Context: an optimization exercise on an open-source flow, tuned for small area, a short achievable clock period and few clock cycles. The choices shown serve that exercise and are no tape-out recipe. Function was checked by simulation only, so behaviour that the tests miss may differ from the original. Power and IR drop assume default switching activity.

==> design/flow/design.v <==
module lcs_diff #(
    parameter N  = 16,
    parameter TW = 8
) (
    input  wire              clk,
    input  wire              rst,
    input  wire              cmd_valid,
    output wire              cmd_ready,
    input  wire [4:0]        a_len,
    input  wire [4:0]        b_len,
    input  wire [N*TW-1:0]   a_toks,
    input  wire [N*TW-1:0]   b_toks,
    output wire              out_valid,
    input  wire              out_ready,
    output wire [1:0]        out_op,
    output wire [3:0]        out_idx,
    output wire [4:0]        out_len
);
    localparam OP_REM  = 2'd0;
    localparam OP_ADD  = 2'd1;
    localparam OP_KEEP = 2'd2;
    localparam OP_END  = 2'd3;
    localparam E_IDLE = 3'd0;
    localparam E_W1   = 3'd1;
    localparam E_DP   = 3'd2;
    localparam E_TB   = 3'd3;
    localparam E_EMB  = 3'd4;
    localparam E_DONE = 3'd5;
    localparam P_UP1  = 2'd0;
    localparam P_DOWN = 2'd1;
    localparam P_UP2  = 2'd2;
    integer q;
    function [15:0] smear_dn(input [15:0] x);
        reg [15:0] y;
        begin
            y = x;
            y = y | (y >> 1);
            y = y | (y >> 2);
            y = y | (y >> 4);
            y = y | (y >> 8);
            smear_dn = y;
        end
    endfunction
    function [15:0] smear_up(input [15:0] x);
        reg [15:0] y;
        begin
            y = x;
            y = y | (y << 1);
            y = y | (y << 2);
            y = y | (y << 4);
            y = y | (y << 8);
            smear_up = y;
        end
    endfunction
    function [15:0] lowest(input [15:0] x);
        lowest = x & (~x + 16'd1);
    endfunction
    function [3:0] enc16(input [15:0] x);    
        begin
            enc16[0] = |(x & 16'haaaa);
            enc16[1] = |(x & 16'hcccc);
            enc16[2] = |(x & 16'hf0f0);
            enc16[3] = |(x & 16'hff00);
        end
    endfunction
    function [15:0] dp_row(input [15:0] v, input [15:0] mm);
        reg [15:0] u;
        begin
            u = v & mm;
            dp_row = (v + u) | (v & ~mm);
        end
    endfunction
    wire [TW-1:0] A [0:N-1];
    wire [TW-1:0] B [0:N-1];
    genvar g;
    generate
        for (g = 0; g < N; g = g + 1) begin : g_tok
            assign A[g] = a_toks[g*TW +: TW];
            assign B[g] = b_toks[g*TW +: TW];
        end
    endgenerate
    reg [2:0]    e_st;
    reg [2:0]    e_st_n;
    reg [4:0]    m_r, n_r;
    reg          o_r;            
    reg [2:0]    pm1;            
    reg [15:0]   nmask;
    reg [2:0]    ptr;            
    reg [1:0]    pst;
    reg [2:0]    ptr_d1, ptr_d2;
    reg [TW-1:0] asel0, asel1;
    reg          av0;
    reg [15:0]   M0, M1;         
    reg [15:0]   V;
    reg [15:0]   lifo [0:N-1];
    reg [15:0]   T, X, Y, ycol, GB;
    reg          fail;
    reg [4:0]    L;
    reg [15:0]   PA_e, QB_e, qthr;
    reg          w_free;
    reg [15:0]   w_PA, w_QB, w_X;
    reg [4:0]    w_i, w_j, w_m, w_n, w_L;
    reg          ov_r;
    reg [1:0]    op_r;
    reg [3:0]    idx_r;
    reg [4:0]    len_r;
    reg          crdy_r;
    assign cmd_ready = crdy_r;
    assign out_valid = ov_r;
    assign out_op    = op_r;
    assign out_idx   = idx_r;
    assign out_len   = len_r;
    wire handoff = cmd_valid & crdy_r;
    wire       o_cur = (e_st == E_IDLE) ? a_len[0] : o_r;
    wire [2:0] ptm1  = ptr - 3'd1;
    wire [TW-1:0] a_ev  = A[{ptr, 1'b0}];
    wire [TW-1:0] a_od  = A[{ptr, 1'b1}];
    wire [TW-1:0] a_odm = A[{ptm1, 1'b1}];
    wire [TW-1:0] sel1 = o_cur ? a_ev  : a_od;
    wire [TW-1:0] sel0 = o_cur ? a_odm : a_ev;
    wire          sv0  = !(o_cur && ptr == 3'd0);
    wire [4:0] m_cur   = (e_st == E_IDLE) ? a_len : m_r;
    wire [3:0] p_cur   = (m_cur + 5'd1) >> 1;
    wire [2:0] pm1_cur = p_cur[2:0] - 3'd1;
    reg  [2:0] ptr_n;
    reg  [1:0] pst_n;
    always @(*) begin
        ptr_n = ptr;
        pst_n = pst;
        if (e_st_n == E_IDLE) begin
            ptr_n = 3'd0;
            pst_n = P_UP1;
        end else begin
            case (pst)
            P_UP1:  if (ptr == pm1_cur) pst_n = P_DOWN; else ptr_n = ptr + 3'd1;
            P_DOWN: if (ptr == 3'd0)    pst_n = P_UP2;  else ptr_n = ptr - 3'd1;
            default: if (ptr != 3'd7) ptr_n = ptr + 3'd1;
            endcase
        end
    end
    reg [15:0] cmp0, cmp1;
    always @(*) begin
        for (q = 0; q < N; q = q + 1) begin
            cmp0[q] = (B[q] == asel0) & nmask[q] & av0;
            cmp1[q] = (B[q] == asel1) & nmask[q];
        end
    end
    wire [15:0] V1 = dp_row(V,  M0);
    wire [15:0] V2 = dp_row(V1, M1);
    wire [15:0] c1  = (M1 | lifo[0]) & T;
    wire [15:0] S1  = smear_dn(c1);
    wire [15:0] H1  = S1 & ~(S1 >> 1);
    wire        d1  = |(H1 & M1);
    wire [15:0] T1  = d1 ? (S1 >> 1) : S1;
    wire        f1  = d1 ? |(GB & ~S1) : |(M1 & ycol);
    wire [15:0] GB1 = d1 ? (M1 & (S1 >> 1)) : GB;
    wire [15:0] yc1 = d1 ? H1 : ycol;
    wire [15:0] c2  = (M0 | lifo[1]) & T1;
    wire [15:0] S2  = smear_dn(c2);
    wire [15:0] H2  = S2 & ~(S2 >> 1);
    wire        d2  = |(H2 & M0);
    wire [15:0] T2  = d2 ? (S2 >> 1) : S2;
    wire        f2  = d2 ? |(GB1 & ~S2) : |(M0 & yc1);
    wire [15:0] GB2 = d2 ? (M0 & (S2 >> 1)) : GB1;
    wire [15:0] yc2 = d2 ? H2 : yc1;
    wire [15:0] oh1 = 16'd1 << {ptr_d2, ~o_r};    
    wire [15:0] oh0 = oh1 >> 1;                   
    wire        tb_last   = (ptr_d2 == 3'd0);
    wire        tb_fail_n = fail | f1 | f2;
    wire        tb_pass   = !tb_fail_n && (GB2 == 16'd0);
    wire [15:0] ey1  = lowest(Y);
    wire [15:0] ey1b = lowest(Y & ~ey1);
    wire        h1   = |(M0 & ey1);
    wire [15:0] z1   = smear_up(M0 & qthr);
    wire [15:0] l1   = z1 & ~(z1 << 1);
    wire [15:0] qt1  = h1 ? (z1 << 1) : qthr;
    wire [15:0] ey2  = h1 ? ey1b : ey1;
    wire        h2   = |(M1 & ey2);
    wire [15:0] z2   = smear_up(M1 & qt1);
    wire [15:0] l2   = z2 & ~(z2 << 1);
    wire [15:0] qt2  = h2 ? (z2 << 1) : qt1;
    wire [15:0] Ye   = Y & ~(h1 ? ey1 : 16'd0) & ~(h2 ? ey2 : 16'd0);
    wire        emb_end = (ptr_d2 == pm1) || (Ye == 16'd0);
    always @(*) begin
        e_st_n = e_st;
        case (e_st)
        E_IDLE: if (cmd_valid)
                    e_st_n = (a_len == 5'd0 || b_len == 5'd0) ? E_DONE : E_W1;
        E_W1:   e_st_n = E_DP;
        E_DP:   if (ptr_d2 == pm1) e_st_n = E_TB;
        E_TB:   if (tb_last) e_st_n = tb_pass ? E_DONE : E_EMB;
        E_EMB:  if (emb_end) e_st_n = E_DONE;
        E_DONE: if (handoff) e_st_n = E_IDLE;
        default: e_st_n = E_IDLE;
        endcase
        if (!cmd_valid) e_st_n = E_IDLE;
    end
    always @(posedge clk) begin
        asel0  <= sel0;
        asel1  <= sel1;
        av0    <= sv0;
        M0     <= cmp0;
        M1     <= cmp1;
        ptr_d1 <= ptr;
        ptr_d2 <= ptr_d1;
        if (e_st == E_DP) begin
            lifo[0] <= ~V2;
            lifo[1] <= ~V1;
            for (q = 2; q < N; q = q + 1) lifo[q] <= lifo[q-2];
        end else begin
            for (q = 0; q < N - 2; q = q + 1) lifo[q] <= lifo[q+2];
        end
        case (e_st)
        E_IDLE: begin
            m_r   <= a_len;
            n_r   <= b_len;
            o_r   <= a_len[0];
            pm1   <= pm1_cur;
            nmask <= ~(16'hffff << b_len);
            V     <= 16'hffff;
            X     <= 16'd0;
            Y     <= 16'd0;
            L     <= 5'd0;
            fail  <= 1'b0;
            GB    <= 16'd0;
            ycol  <= 16'd0;
            PA_e  <= 16'd0;
            QB_e  <= 16'd0;
            qthr  <= 16'hffff;
        end
        E_W1: begin
            T <= nmask;
        end
        E_DP: begin
            V <= V2;
        end
        E_TB: begin
            T    <= T2;
            X    <= X | (d1 ? oh1 : 16'd0) | (d2 ? oh0 : 16'd0);
            Y    <= Y | (d1 ? H1 : 16'd0) | (d2 ? H2 : 16'd0);
            L    <= L + {4'd0, d1} + {4'd0, d2};
            fail <= tb_last ? !tb_pass : tb_fail_n;
            GB   <= GB2;
            ycol <= yc2;
        end
        E_EMB: begin
            PA_e <= PA_e | (h1 ? oh0 : 16'd0) | (h2 ? oh1 : 16'd0);
            QB_e <= QB_e | (h1 ? l1 : 16'd0) | (h2 ? l2 : 16'd0);
            qthr <= qt2;
            Y    <= Ye;
        end
        default: ;
        endcase
    end
    wire [15:0] f_PA = w_free ? (fail ? PA_e : X) : w_PA;
    wire [15:0] f_QB = w_free ? (fail ? QB_e : Y) : w_QB;
    wire [15:0] f_X  = w_free ? X   : w_X;
    wire [4:0]  f_i  = w_free ? 5'd0 : w_i;
    wire [4:0]  f_j  = w_free ? 5'd0 : w_j;
    wire [4:0]  f_m  = w_free ? m_r : w_m;
    wire [4:0]  f_n  = w_free ? n_r : w_n;
    wire [4:0]  f_L  = w_free ? L   : w_L;
    wire        pa_i = f_PA[f_i[3:0]];
    wire        qb_j = f_QB[f_j[3:0]];
    wire [15:0] xlo  = lowest(f_X);
    reg  [1:0]  r_op;
    reg  [3:0]  r_idx;
    always @(*) begin
        if (f_X != 16'd0) begin
            if (!pa_i)      begin r_op = OP_REM;  r_idx = f_i[3:0]; end
            else if (!qb_j) begin r_op = OP_ADD;  r_idx = f_j[3:0]; end
            else            begin r_op = OP_KEEP; r_idx = enc16(xlo); end
        end else if (f_i < f_m) begin r_op = OP_REM; r_idx = f_i[3:0]; end
        else if (f_j < f_n)     begin r_op = OP_ADD; r_idx = f_j[3:0]; end
        else                    begin r_op = OP_END; r_idx = 4'd0; end
    end
    wire        adv_i = (r_op == OP_REM) || (r_op == OP_KEEP);
    wire        adv_j = (r_op == OP_ADD) || (r_op == OP_KEEP);
    wire load_out = !ov_r || out_ready;
    wire gen      = w_free ? handoff : 1'b1;
    reg  w_free_n;
    always @(*) begin
        w_free_n = w_free;
        if (load_out && gen) w_free_n = (r_op == OP_END);
        else if (handoff)    w_free_n = 1'b0;
    end
    always @(posedge clk) begin
        if (w_free || (load_out && gen)) begin
            w_PA <= f_PA;
            w_QB <= f_QB;
            w_m  <= f_m;
            w_n  <= f_n;
            w_L  <= f_L;
        end
        if (load_out && gen) begin
            w_i <= f_i + {4'd0, adv_i};
            w_j <= f_j + {4'd0, adv_j};
            w_X <= (r_op == OP_KEEP) ? (f_X & ~xlo) : f_X;
        end else if (w_free) begin
            w_i <= 5'd0;
            w_j <= 5'd0;
            w_X <= X;
        end
        if (load_out) begin
            op_r  <= r_op;
            idx_r <= r_idx;
            len_r <= f_L;
        end
        if (rst) begin
            e_st   <= E_IDLE;
            ptr    <= 3'd0;
            pst    <= P_UP1;
            w_free <= 1'b1;
            ov_r   <= 1'b0;
            crdy_r <= 1'b0;
        end else begin
            e_st   <= e_st_n;
            ptr    <= ptr_n;
            pst    <= pst_n;
            w_free <= w_free_n;
            if (load_out) ov_r <= gen;
            crdy_r <= (e_st_n == E_DONE) && w_free_n;
        end
    end
endmodule
==> design/flow/run.sh <==
#!/bin/bash
# synth_recipe.tcl (not shown) runs the flow's synth.tcl, then flattens the netlist and writes it again
# the make line also repeats each setting of config.mk as NAME=value (left out here)
make -C /OpenROAD-flow-scripts/flow DESIGN_CONFIG=/design/flow/config.mk WORK_HOME=/design/flow/orfs CLKGATE_MAP_FILE= SYNTH_SCRIPT=/design/flow/synth_recipe.tcl finish
==> design/flow/config.mk <==
export PLATFORM = sky130hd
export DESIGN_NAME = lcs_diff
export DESIGN_NICKNAME = lcs_diff
export VERILOG_FILES = /design/flow/design.v
export SDC_FILE = /design/flow/constraint.sdc
export NUM_CORES = 4
export LEC_CHECK = 0
export CAP_MARGIN = 30
export CORE_MARGIN = 2
export CORE_UTILIZATION = 40
export SLEW_MARGIN = 40
==> design/flow/constraint.sdc <==
create_clock -name core_clock -period 11.0 [get_ports {clk}]
set_input_delay 2.2000 -clock core_clock [delete_from_list [all_inputs] [get_ports {clk}]]
set_output_delay 2.2000 -clock core_clock [all_outputs]
set_load 0.01 [all_outputs]
==> notes.md, run 1 <==
chip width: 289 um
number of antenna violations at the first check in global routing: 10
Fmax: 143 MHz
final count of negative-setup-slack endpoints: 0
Final Routed Wirelength: 116 mm
root buffer selected by CTS: sky130_fd_sc_hd__clkbuf_16
Data required, critical path: 11370 ps
ordered list of cells on the worst path: o21ai_1 > nand4_2 > nor4_4 > nor3_1 > and3_2 > nand2_4 > o211a_1 > nand2_1 > a32oi_1 > nand3_4 > inv_2 > fa_1 > inv_1 > ha_1 > nand3_1 > xor2_1 > nor2_1
critical path's largest stage delay: 860 ps
worst-skew pair later-pin latency: 630 ps
type of the worst min-delay path: flip-flop to flip-flop
CTS HTree Levels: 3
first-pass GRT wire length: 175 mm
starting density of the core: 40.3%
count of hold-fix buffers inserted at cts: 0
slew margin rel.: 39.5%
global routing usage summed across all routing layers: 27.4%
share of cells above drive strength 1: 6.95%
Synthesis Warnings: 2
number of core rows: 104
post-layout util: 47.9%
Seq cells post-synth: 585
static leakage power: 15.0 nW
transition time of the tightest slew-check pin: 902 ps
dpl cells: 4934
die height: 289 um
number of setup buffers added after CTS: 0
worst-path cell with the longest stage delay: sky130_fd_sc_hd__nor4_4
Pre-antenna DRT Iters: 7
synthesized netlist cell count: 3793
area occupied by multi-input gates: 16800 um^2
most used standard cell by instance count after synthesis: sky130_fd_sc_hd__nand2_1
pin count of the biggest net entering global routing: 141
Filler Cell Count: 7765
number of gates resized after cts: 0
Total Neg Setup Slack: 0 ps
Starting DRT DRC Count: 3213
layout overhead on the synthesized area: 18.9%
placed cell area: 36100 um^2
HPWL Detailed: 84.9 mm
max cap viols: 0
status: no timing/DRC/antenna violations
number of hold-slack violations in the final timing report: 0
worst IR drop on VDD: 0.000124 V
Setup Skew: 32.1 ps
Mean Syn Cell Area: 8.54 um^2
ratio of final minimum period to clock period: 63.7%
number of buffers on the longest clock path: 3
final standard cell count with taps included and fillers excluded: 5066
count of final max-slew check failures: 0
arrival time of the worst setup path: 7370 ps
fraction of the yosys area taken by sequential cells: 44.3%
TritonCTS clock tree: yes
routed vias/inst: 5.84
RePlAce Congestion: 1.01
CP Max Fanout: 34
count of boundary I/O pins: 283
total via count in the routed design: 29600
critical path class: flip-flop to flip-flop
leading post-synthesis cells by instance count: 893 x sky130_fd_sc_hd__nand2_1, 321 x sky130_fd_sc_hd__dfxtp_1, 270 x sky130_fd_sc_hd__nor2_1
CTS clock-pin slew for the worst setup and hold paths: 70 ps
total CTS buffers: 68
number of cell instances on the worst register-to-register path: 17
number of synthesized flops with an enable pin: 264
primary flip-flop cell chosen by synthesis mapping: sky130_fd_sc_hd__dfxtp_1
sum of internal, switching and leakage power: 6.72 mW
cell depth of the worst min-delay path: 0
Netlist Area Pre-Place: 32400 um^2
floorplan die area: 83200 um^2
area of all placed cells without fillers: 38500 um^2
port buffer count: 282
area of the core region: 80300 um^2
biggest area contributors in the synthesized netlist: sky130_fd_sc_hd__edfxtp_1 24%, sky130_fd_sc_hd__dfxtp_1 20%, sky130_fd_sc_hd__nand2_1 10%
Antenna Nets Post-Route: 0
number of nets at the end of the flow: 4244
FF/Latch Area: 14400 um^2
cell type with the highest aggregate area in the netlist: sky130_fd_sc_hd__edfxtp_1
remaining global-route overflow: 0
min cycle time layout: 7010 ps
total number of clock tree sinks: 585
number of distinct library cells after synthesis: 99
Post-Synthesis Net Count: 4092
element type at the critical path end: flip-flop
routed length per placed instance: 22.9 um
unrepaired setup endpoints after global routing: false
asr flop ratio synth: 0%
kind of start point of the critical path: flip-flop
remaining design rule violation count: 0
via count of the first global-routing pass: 28100
power density over cell area: 175 nW/um^2
post-synth top area share: 24.5%
[cells by family (layout without fill, tap and decap cells)]
kind of cell             Yosys count  count (layout)  synth area share (%)
multiplexers                      87              87                  2.77
XOR/XNOR                         280             280                  7.57
adder cells (fa/ha/maj)           35              35                  1.33
other                              0               5                     0
AO/OA/AOI/OAI                    838             838                  17.5
buffers and inverters            346             554                  4.21
flip-flops                       585             585                  44.3
AND/OR/NAND/NOR                 1622            1622                  22.3
[cell type report]
class                           instances  area share (%)
Antenna cell                            5          0.0325
Clock buffer                           96            5.10
Clock inverter                         30           0.936
Inverter                               81           0.809
Multi-Input combinational cell       2862            43.6
Sequential cell                       585            37.3
Tap cell                             1060            3.45
Timing Repair Buffer                  347            8.77
[metrics by stage]
stage / setup slack, ps / hold slack, ps
detailed placement: 3450 / 313
finish: 3990 / 327
CTS: 3440 / 326
floorplan: 5910 / 310
global route: 3640 / 332
global placement: 3550 / 312
[worst max-delay path, delay by kind of cell, from the launching register on]
kind / cells / cell delay, ps
flops: 1 / 450
buf+inv: 2 / 670
fa+ha+maj: 2 / 480
compound gates: 3 / 1460
xor+xnor: 1 / 140
simple gates: 9 / 3500
[registers in the layout, indices dropped and copies added, names as in the netlist, 16 cells and up]
register  count
M0           16
PA_e         16
nmask        16
GB           16
X            16
V            16
w_QB         16
QB_e         16
Y            16
w_PA         16
lifo        256
ycol         16
T            16
M1           16
qthr         16
w_X          16
[routing by layer]
layer,global-route usage (%),routed length (um),vias up
li1,-,-,13900
met1,38.5,51300,14200
met2,41.7,50500,1326
met3,4.92,9470,241
met4,11.2,4820,6
met5,0,46,-
[worst paths after layout]
kind                   from         to  slack (ps)
setup / recovery     M1[13]       L[4]        3990
hold / removal    ptr_d1[0]  ptr_d2[0]         330
setup reg to reg     M1[13]       L[4]        3990
hold reg to reg   ptr_d1[0]  ptr_d2[0]         330
[power by group]
group,switching [mW],internal (mW)
Combinational,0.955,0.677
Sequential,0.246,2.50
Clock,0.965,1.38
[placed cells by master (no fill, tap or decap), drive strengths merged, types with 25 or more instances in the layout]
master	instances
mux2i	65
xor2	122
nand2	894
edfxtp	264
a21oi	220
o21a	26
buf	65
a222oi	39
and3	31
nor4	51
nand3	114
clkdlybuf4s50	282
o211ai	34
o21ai	177
a221oi	56
ha	28
dfxtp	321
a21o	25
nand4	55
nor2	270
a22oi	40
a31oi	36
inv	89
xnor2	158
nor3	70
clkbuf	96
Testbench counts, summed over its fixed seeds: cycles 7,513.
==> inputs of run 2 (changes only) <==
--- a/design/flow/config.mk
+++ b/design/flow/config.mk
@@ -5,7 +5,9 @@
 export SDC_FILE = /design/flow/constraint.sdc
 export NUM_CORES = 4
 export LEC_CHECK = 0
+export ABC_CLOCK_PERIOD_IN_PS = 3000
 export CAP_MARGIN = 30
 export CORE_MARGIN = 2
 export CORE_UTILIZATION = 40
+export SETUP_SLACK_MARGIN = 5
 export SLEW_MARGIN = 40
==> run 2 against run 1 <==
  * Final cell count up 0.12%
  * First-iteration DRC count up 0.37%
  * Via count up 0.10%
  * Sequential share of layout area down 0.11 points
  * Utilization up 0.15 points
  * Sequential power about the same
  * Die area unchanged
  * Register-to-register slack better by 1200 ps
  * Largest power group unchanged
  * Highest routed layer is now met4
==> notes.md, run 2 <==
status: no timing/DRC/antenna violations
Final Routed Wirelength: 117 mm
root buffer selected by CTS: sky130_fd_sc_hd__clkbuf_16
synthesized netlist cell count: 3793
most used standard cell by instance count after synthesis: sky130_fd_sc_hd__nand2_1
Setup Skew: 34.8 ps
Starting DRT DRC Count: 3225
cell type with the highest aggregate area in the netlist: sky130_fd_sc_hd__edfxtp_1
min cycle time layout: 5780 ps
critical path class: flip-flop to flip-flop
slew margin rel.: 35.2%
simple-gate portion of the synthesized area: 22.3%
count of boundary I/O pins: 283
Antenna Nets Post-Route: 0
count of buffering cells on the critical path with inverters included: 2
transition time of the tightest slew-check pin: 966 ps
most common cell after layout, fill and taps aside: sky130_fd_sc_hd__nand2_1
remaining global-route overflow: 0
ordered list of cells on the worst path: o21ai_1 > and2_1 > and4_4 > a311oi_4 > nand4_1 > or3_1 > a211oi_2 > nand2_1 > o311a_1 > nand3_4 > inv_6 > fa_1 > inv_1 > ha_1 > nand3_1 > xor2_1 > nor2_1
primary flip-flop cell chosen by synthesis mapping: sky130_fd_sc_hd__dfxtp_1
sum of internal, switching and leakage power: 6.73 mW
Pre-antenna DRT Iters: 6
via count of the first global-routing pass: 28200
worst-skew pair later-pin latency: 630 ps
combinational family with the most area after synthesis: simple AND/OR/NAND/NOR gates
xor and xnor area share after synthesis: 7.57%
count of final max-slew check failures: 0
share of cells above drive strength 1: 7.29%
stages on the worst setup path: 17
fraction of synthesized area in multiplexers: 2.77%
CP Max Fanout: 28
chip width: 289 um
unrepaired setup endpoints after global routing: false
die height: 289 um
worst-path cell with the longest stage delay: sky130_fd_sc_hd__dfxtp_1
remaining design rule violation count: 0
complex-gate fraction of the synthesized area: 17.5%
register name with the most flops: lifo
number of synthesized flops with an enable pin: 264
port buffer count: 282
total number of clock tree sinks: 585
total CTS buffers: 68
TritonCTS clock tree: yes
area of the core region: 80300 um^2
CTS clock-pin slew for the worst setup and hold paths: 60 ps
type of the worst min-delay path: flip-flop to flip-flop
number of hold-slack violations in the final timing report: 0
pin count of the biggest net entering global routing: 141
routed length per placed instance: 23.1 um
floorplan die area: 83200 um^2
layout overhead on the synthesized area: 19.3%
HPWL Detailed: 84.9 mm
Reg-to-Reg Start: M1[5]
kind of start point of the critical path: flip-flop
max cap viols: 0
number of buffers on the longest clock path: 3
worst IR drop on VDD: 0.000124 V
arrival time of the worst setup path: 6150 ps
most frequent cells in the layout: 887 x sky130_fd_sc_hd__nand2_1, 315 x sky130_fd_sc_hd__dfxtp_1, 282 x sky130_fd_sc_hd__clkdlybuf4s50_1
routed vias/inst: 5.84
number of flip-flops in the largest register: 256
fraction of the yosys area taken by sequential cells: 44.3%
biggest area contributors in the synthesized netlist: sky130_fd_sc_hd__edfxtp_1 24%, sky130_fd_sc_hd__dfxtp_1 20%, sky130_fd_sc_hd__nand2_1 10%
post-layout util: 48.1%
total via count in the routed design: 29600
worst hold path startpoint: ptr_d1[0]
starting density of the core: 40.3%
Filler Cell Count: 7765
Synthesis Warnings: 2
Data required, critical path: 11370 ps
cell depth of the worst min-delay path: 0
critical path's largest stage delay: 900 ps
number of core rows: 104
final count of negative-setup-slack endpoints: 0
RePlAce Congestion: 1.01
number of cell instances on the worst register-to-register path: 17
Netlist Area Pre-Place: 32400 um^2
worst setup margin: 5220 ps
cell type group with the largest total delay on the critical path: compound AO/OA/AOI/OAI gates
first-pass GRT wire length: 177 mm
ratio of final minimum period to clock period: 52.5%
launching instance or port of the critical path: M1[5]
asr flop ratio synth: 0%
count of hold-fix buffers inserted at cts: 0
number of nets at the end of the flow: 4249
Fmax: 173 MHz
static leakage power: 15.0 nW
number of distinct library cells after synthesis: 99
leading post-synthesis cells by instance count: 893 x sky130_fd_sc_hd__nand2_1, 321 x sky130_fd_sc_hd__dfxtp_1, 270 x sky130_fd_sc_hd__nor2_1
post-synth top area share: 24.5%
CTS HTree Levels: 3
global routing usage summed across all routing layers: 27.6%
Post-Synthesis Net Count: 4092
adder and majority cell fraction of the synthesized area: 1.33%
number of antenna violations at the first check in global routing: 7
Seq cells post-synth: 585
power density over cell area: 174 nW/um^2
element type at the critical path end: flip-flop
Mean Syn Cell Area: 8.54 um^2
Total Neg Setup Slack: 0 ps
pre-CTS setup slack: 3450 ps
run 2: cell types whose count changed in the layout (fill, tap and decap cells not counted), moves of 2 or more:
cell and change:
sky130_fd_sc_hd__nand3_2 +3, sky130_fd_sc_hd__nand2_1 -2, sky130_fd_sc_hd__o21ai_2 +2, sky130_fd_sc_hd__o21ai_1 -2, sky130_fd_sc_hd__nand2_2 +2, sky130_fd_sc_hd__buf_4 +4
run 2: what timing repair did:
action                                  4_1_cts  5_1_grt
cloned                                        2        0
resized for setup                            10        7
endpoints found under the setup margin       74       47
setup buffers                                 2        2
pin swaps                                     3        2
run 2: worst reg2reg max path: cells and delay by family (launching register included):
kind / cells / cell delay, ps
AOI/OAI and AO/OA: 4 / 1950
and+or+nand+nor: 8 / 1740
DFF: 1 / 900
adders and majority gates: 2 / 600
buffers and inverters: 2 / 210
xor gates and xnor gates: 1 / 140
run 2: metrics by stage:
stage                     instances  cell area [um^2]  hold slack, ps
after detailed placement       4934             36100             313
after global routing           5070             38600             332
after global placement         4932             36000             312
after CTS                      5064             38500             326
final                          5072             38600             327
after floorplan                3793             32400             310
run 2: layout make-up:
class / instances / area [um^2] / share of cell area (%)
Antenna cell: 6 / 15.0 / 0.0389
Clock buffer: 96 / 1960 / 5.08
Clock inverter: 30 / 360 / 0.933
Inverter: 81 / 317 / 0.820
Multi-Input combinational cell: 2864 / 16900 / 43.7
Sequential cell: 585 / 14400 / 37.2
Tap cell: 1060 / 1330 / 3.43
Timing Repair Buffer: 350 / 3390 / 8.77
run 2: where the power goes:
group	internal [mW]	switching (mW)
registers	2.50	0.246
clock network	1.38	0.966
logic	0.679	0.958
total	4.56	2.17
run 2: per-layer routing:
layer	wire length, um	GRT usage [%]	vias to the layer above	part of all wire (%)
met3	9330	4.40	241	8.0
met5	0	0	-	0
met2	50800	41.9	1310	43
met4	4830	11.2	0	4.1
met1	52200	39.2	14200	45
li1	-	-	13800	-
run 2: final timing paths:
kind	end	slack (ps)
worst max-delay path	L[4]	5220
worst min-delay path	ptr_d2[0]	330
worst max register to register	L[4]	5220
worst min register to register	ptr_d2[0]	330
run 2: kinds of logic (layout without fill, tap and decap cells):
kind of cell / after synthesis / count (layout)
buffers and inverters: 346 / 557
multiplexers: 87 / 87
other: 0 / 6
flip-flops: 585 / 585
AND/OR/NAND/NOR: 1622 / 1624
adder cells (fa/ha/maj): 35 / 35
XOR/XNOR: 280 / 280
AO/OA/AOI/OAI: 838 / 838

## re-timing with driven ports
No port has a modelled driver above. Below, the same layouts with a new extraction and two added sets of constraints.
Step 1: set_driving_cell puts a clkbuf_16 on clk and a buf_2 on each other input, an assumption about the parent block.
Step 2 times the ports against the registers' clock, not the clock port: input delays grow and output delays shrink by t, the midpoint of the rising clock arrivals with the driver on.
Three values: ideal ports, drivers, drivers and shift; two values: the first two.
run	shift t [ns]	slack for setup (ns)	worst setup path at the end	worst register clock-pin slew, ns
run 1	0.659	3.994 / 3.994 / 3.994	register to register	0.07 / 0.07
run 2	0.661	5.220 / 5.220 / 5.220	register to register	0.07 / 0.07
After both steps setup and hold are still met in every run listed.
